Background: an optimization exercise with open tools, aiming at small area. Do not read the settings as production practice.
Only simulation tests tie the RTL to the original design; equivalence was not proved.
Power figures rest on the tool's default switching activity, not on a simulated workload.

== the reference run ==
==> flow/design.v (excerpt) <==
module btqc (
    input  wire         clk,
    input  wire         rst,           
    input  wire         cmd_valid,
    output wire         cmd_ready,
    input  wire [127:0] cmd_data,
    output wire         resp_valid,
    output reg  [31:0]  resp_data,
    output wire         ev_valid,
    output wire [3:0]   ev_kind,
    output reg  [31:0]  ev_data,
    input  wire         ev_ack,
    input  wire [15:0]  ev_rdata
);
Settings: LEC_CHECK=0, CAP_MARGIN=20, CORE_MARGIN=2, CORE_UTILIZATION=40, SLEW_MARGIN=20; clock period 10.0 ns.
standard.sh (not shown) runs the stock make flow with config.mk's settings and CLKGATE_MAP_FILE= SYNTH_SCRIPT=/design/flow/synth_recipe.tcl, a recipe that flattens the netlist after the stock synthesis.
==> flow/flow/run.sh <==
#!/bin/bash
# The standard ORFS layout (standard.sh), with three changes:
#  - synthesis is ORFS's own synthesis script (standard.sh synth), but ABC
#    maps the logic with an area-only script (flow/abc_area.script: ifraig, dc2, dch +
#    amap, no buffering or sizing); flip-flops are mapped before ABC runs,
#    so the registers are those of the standard synthesis
#  - the input and output port buffers are the smallest buffer cell (buf_1)
#  - clock tree: clkbuf_8 leaf clusters of up to 18 sinks within 55 um, no dummy loads
# Each make run's whole output goes to its own log (synth.log, standard.log);
# ORFS keeps each step's log under orfs/logs/.
set -euo pipefail
rm -rf scripts_area
cp -r "$FLOW_HOME/scripts" scripts_area
cp flow/abc_area.script scripts_area/abc_speed.script
export BUFFER_PORTS_ARGS="-buffer_cell sky130_fd_sc_hd__buf_1"
export CTS_ARGS="-sink_clustering_enable -repair_clock_nets -buf_list sky130_fd_sc_hd__clkbuf_8 -sink_clustering_size 18 -sink_clustering_max_diameter 55 -dont_use_dummy_load"
bash standard.sh SCRIPTS_DIR="$PWD/scripts_area" synth > synth.log 2>&1
bash standard.sh > standard.log 2>&1
==> flow/flow/abc_area.script <==
strash
ifraig
dc2
dch -f
amap
strash
dch -f
amap
topo
stime -c
Relative to the reference run, the following input files were edited for the trial run:
--- a/flow/flow/run.sh
+++ b/flow/flow/run.sh
@@ -4 +4 @@
-#    maps the logic with an area-only script (flow/abc_area.script: ifraig, dc2, dch +
+#    maps the logic with an area-only script (flow/abc_area.script: ifraig, dc2, dch + amap with 8 area-flow and 8 exact-area rounds,
==> flow/flow/abc_area.script <==
strash
ifraig
dc2
dch -f
amap -F 8 -A 8
strash
dch -f
amap -F 8 -A 8
topo
stime -c
[summary]
The trial run reached the end of the flow, and the finished layout is clean on the timing, DRC and antenna checks. Status: worst reg-to-reg setup slack parity (the trial run, the reference run). Number of different library cells in the post-synthesis netlist for the trial run: 4 down relative to the reference run. Re global-route track usage on met2: the trial run is 1.6 points down on the reference run. In the reports for the reference run and the trial run, the larger sequential share of layout area belongs to the trial run. On final cell count, the higher figure sits with the reference run, not the trial run.

Another version of the RTL of btqc (not shown whole).
Size: roughly 3400 cells after synthesis, roughly 1400 flip-flops, roughly 220 I/O pins.
export LEC_CHECK = 0
export CAP_MARGIN = 20
export CORE_MARGIN = 2
export CORE_UTILIZATION = 40
export SLEW_MARGIN = 20
create_clock -name core_clock -period 10.0 [get_ports {clk}]
==> flow/flow/run.sh <==
#!/bin/bash
# The standard ORFS layout (standard.sh), with two changes:
#  - the input and output port buffers are the smallest buffer cell (buf_1)
#  - clock tree: clkbuf_16 leaf clusters of up to 25 sinks, no dummy loads
# The whole make output goes to standard.log; ORFS keeps each step's log
# under orfs/logs/.
set -euo pipefail
export BUFFER_PORTS_ARGS="-buffer_cell sky130_fd_sc_hd__buf_1"
export CTS_ARGS="-sink_clustering_enable -repair_clock_nets -buf_list sky130_fd_sc_hd__clkbuf_16 -sink_clustering_size 25 -sink_clustering_max_diameter 100 -dont_use_dummy_load"
bash standard.sh > standard.log 2>&1
The first run finished clean.
Then changed:
==> flow/flow/run.sh (replaced) <==
#!/bin/bash
# The standard ORFS layout (standard.sh), with three changes:
#  - synthesis is ORFS's own synthesis script (standard.sh synth), but ABC
#    maps the logic with an area-only script (flow/abc_area.script: dch +
#    amap, no buffering or sizing); flip-flops are mapped before ABC runs,
#    so the registers are those of the standard synthesis
#  - the input and output port buffers are the smallest buffer cell (buf_1)
#  - clock tree: clkbuf_8 leaf clusters of up to 20 sinks, no dummy loads
# Each make run's whole output goes to its own log (synth.log, standard.log);
# ORFS keeps each step's log under orfs/logs/.
set -euo pipefail
rm -rf scripts_area
cp -r "$FLOW_HOME/scripts" scripts_area
cp flow/abc_area.script scripts_area/abc_speed.script
export BUFFER_PORTS_ARGS="-buffer_cell sky130_fd_sc_hd__buf_1"
export CTS_ARGS="-sink_clustering_enable -repair_clock_nets -buf_list sky130_fd_sc_hd__clkbuf_8 -sink_clustering_size 20 -sink_clustering_max_diameter 60 -dont_use_dummy_load"
bash standard.sh SCRIPTS_DIR="$PWD/scripts_area" synth > synth.log 2>&1
bash standard.sh > standard.log 2>&1
==> flow/flow/abc_area.script (new file) <==
strash
dch -f
amap
strash
dch -f
amap
topo
stime -c
The new run finished with timing, DRC and antenna clean. Total power fell by 7.1%. Global-route usage increases by 1.3 points. Core utilization rose by 0.23 points. Die area goes down by 3.0%. Register-to-register slack improves by 0.04 ns. Final area goes down by about 2%.

== harbor ==
Another version of the RTL of btqc (not shown whole).
Size: roughly 220 I/O pins, roughly 39,000 um^2 of cells after synthesis.
==> flow/config.mk <==
export PLATFORM = sky130hd
export DESIGN_NAME = btqc
export DESIGN_NICKNAME = btqc
export VERILOG_FILES = /design/flow/design.v
export SDC_FILE = /design/flow/constraint.sdc
export NUM_CORES = 4
export LEC_CHECK = 0
export CAP_MARGIN = 20
export CORE_MARGIN = 2
export CORE_UTILIZATION = 40
export SLEW_MARGIN = 20
==> flow/constraint.sdc <==
create_clock -name core_clock -period 10.0 [get_ports {clk}]
set_input_delay 2.0000 -clock core_clock [delete_from_list [all_inputs] [get_ports {clk}]]
set_output_delay 2.0000 -clock core_clock [all_outputs]
set_load 0.01 [all_outputs]
==> flow/flow/run.sh <==
#!/bin/bash
# The standard ORFS layout (standard.sh), with three changes:
#  - synthesis is ORFS's own synthesis script (standard.sh synth), but ABC
#    maps the logic with an area-only script (flow/abc_area.script: ifraig, dc2, dch + amap with 8 area-flow and 8 exact-area rounds,
#    amap, no buffering or sizing); flip-flops are mapped before ABC runs,
#    so the registers are those of the standard synthesis
#  - the input and output port buffers are the smallest buffer cell (buf_1)
#  - clock tree: clkbuf_8 leaf clusters of up to 18 sinks within 55 um, no dummy loads
# Each make run's whole output goes to its own log (synth.log, standard.log);
# ORFS keeps each step's log under orfs/logs/.
set -euo pipefail
rm -rf scripts_area
cp -r "$FLOW_HOME/scripts" scripts_area
cp flow/abc_area.script scripts_area/abc_speed.script
export BUFFER_PORTS_ARGS="-buffer_cell sky130_fd_sc_hd__buf_1"
export CTS_ARGS="-sink_clustering_enable -repair_clock_nets -buf_list sky130_fd_sc_hd__clkbuf_8 -sink_clustering_size 18 -sink_clustering_max_diameter 55 -dont_use_dummy_load"
bash standard.sh SCRIPTS_DIR="$PWD/scripts_area" synth > synth.log 2>&1
bash standard.sh > standard.log 2>&1
==> flow/flow/abc_area.script <==
strash
ifraig
dc2
dch -f
amap -F 8 -A 8
strash
dch -f
amap -F 8 -A 8
topo
stime -c
[inputs] raven vs harbor
diff --git a/flow/flow/run.sh b/flow/flow/run.sh
--- a/flow/flow/run.sh
+++ b/flow/flow/run.sh
@@ -3,3 +3,3 @@
 #  - synthesis is ORFS's own synthesis script (standard.sh synth), but ABC
-#    maps the logic with an area-only script (flow/abc_area.script: ifraig, dc2, dch + amap with 8 area-flow and 8 exact-area rounds,
+#    maps the logic with an area-only script (flow/abc_area.script: ifraig, dc2, dch +
 #    amap, no buffering or sizing); flip-flops are mapped before ABC runs,
==> flow/flow/abc_area.script <==
strash
ifraig
dc2
dch -f
amap
strash
dch -f
amap
topo
stime -c
### Flow results
- raven finished every stage and its layout cleared the timing, DRC and antenna checks.
- harbor ended up with ev_data[0] as its capturing element of the worst setup path; raven ended up with ev_data[1].
- From harbor to raven the numbers moved as follows: detailed-router iteration count before antenna repair lost 1, post-route core utilization barely changed, buffer count excluding the clock tree in the final layout now smaller.
- raven vs harbor, standard cell with the maximum stage delay on the critical path: sky130_fd_sc_hd__fa_2 vs sky130_fd_sc_hd__fa_1
- raven ends up with a die area that is 440 um^2 higher than in harbor.
- In the route summary, raven ends up with a via count exceeding that of harbor.
- Compared with harbor, raven shows DRC marker count from the first detailed-route iteration lower by 186.
- When the final numbers for harbor and raven were put side by side, the sequential element share of the synthesized area turned out to be smaller in raven.
For maple, these inputs were changed with respect to raven:
diff --git a/flow/flow/run.sh b/flow/flow/run.sh
--- a/flow/flow/run.sh
+++ b/flow/flow/run.sh
@@ -7,3 +7,3 @@
 #  - the input and output port buffers are the smallest buffer cell (buf_1)
-#  - clock tree: clkbuf_8 leaf clusters of up to 18 sinks within 55 um, no dummy loads
+#  - clock tree: clkbuf_8 leaf clusters of up to 16 sinks within 50 um, no dummy loads
 # Each make run's whole output goes to its own log (synth.log, standard.log);
@@ -15,3 +15,3 @@
 export BUFFER_PORTS_ARGS="-buffer_cell sky130_fd_sc_hd__buf_1"
-export CTS_ARGS="-sink_clustering_enable -repair_clock_nets -buf_list sky130_fd_sc_hd__clkbuf_8 -sink_clustering_size 18 -sink_clustering_max_diameter 55 -dont_use_dummy_load"
+export CTS_ARGS="-sink_clustering_enable -repair_clock_nets -buf_list sky130_fd_sc_hd__clkbuf_8 -sink_clustering_size 16 -sink_clustering_max_diameter 50 -dont_use_dummy_load"
 bash standard.sh SCRIPTS_DIR="$PWD/scripts_area" synth > synth.log 2>&1
### Flow results
- Comparing internal power summed over all cells for raven and maple, the smaller number came from raven.
- Cell type of the slowest stage on the worst timing path: sky130_fd_sc_hd__o21ai_0 -> maple, sky130_fd_sc_hd__fa_2 -> raven
- Going from raven to maple, biggest cell delay along the critical path +0.15 ns, timing-limited maximum frequency ~0 delta.

port drivers added, routing unchanged:
No port has a modelled driver above. Below, the same layouts with a new extraction and two added sets of constraints. Step 1: set_driving_cell puts a clkbuf_16 on clk and a buf_2 on each other input, an assumption about the parent block. Step 2 times the ports against the registers' clock, not the clock port: input delays grow and output delays shrink by t, the midpoint of the rising clock arrivals with the driver on. Three values: no drivers, after step 1, after step 2; two values: the first two.
| run | t (ns) | slack for setup (ns) | hold WS [ns] |
|---|---|---|---|
| the reference run | 0.820 | 0.230 / 0.162 / 0.413 | 0.241 / 0.241 / 0.241 |
| the trial run | 0.813 | 0.291 / 0.229 / 0.405 | 0.248 / 0.248 / 0.248 |
| the first run of note 2 | 0.704 | 0.276 / 0.205 / 0.345 | 0.288 / 0.288 / 0.288 |
| the second run of note 2 | 0.808 | 0.343 / 0.277 / 0.393 | 0.257 / 0.257 / 0.257 |
| harbor | 0.796 | 0.161 / 0.099 / 0.419 | 0.233 / 0.233 / 0.233 |
| raven | 0.810 | 0.222 / 0.155 / 0.407 | 0.263 / 0.263 / 0.263 |
| maple | 0.825 | 0.197 / 0.137 / 0.411 | 0.262 / 0.262 / 0.262 |
After both steps every run listed still meets setup and hold.
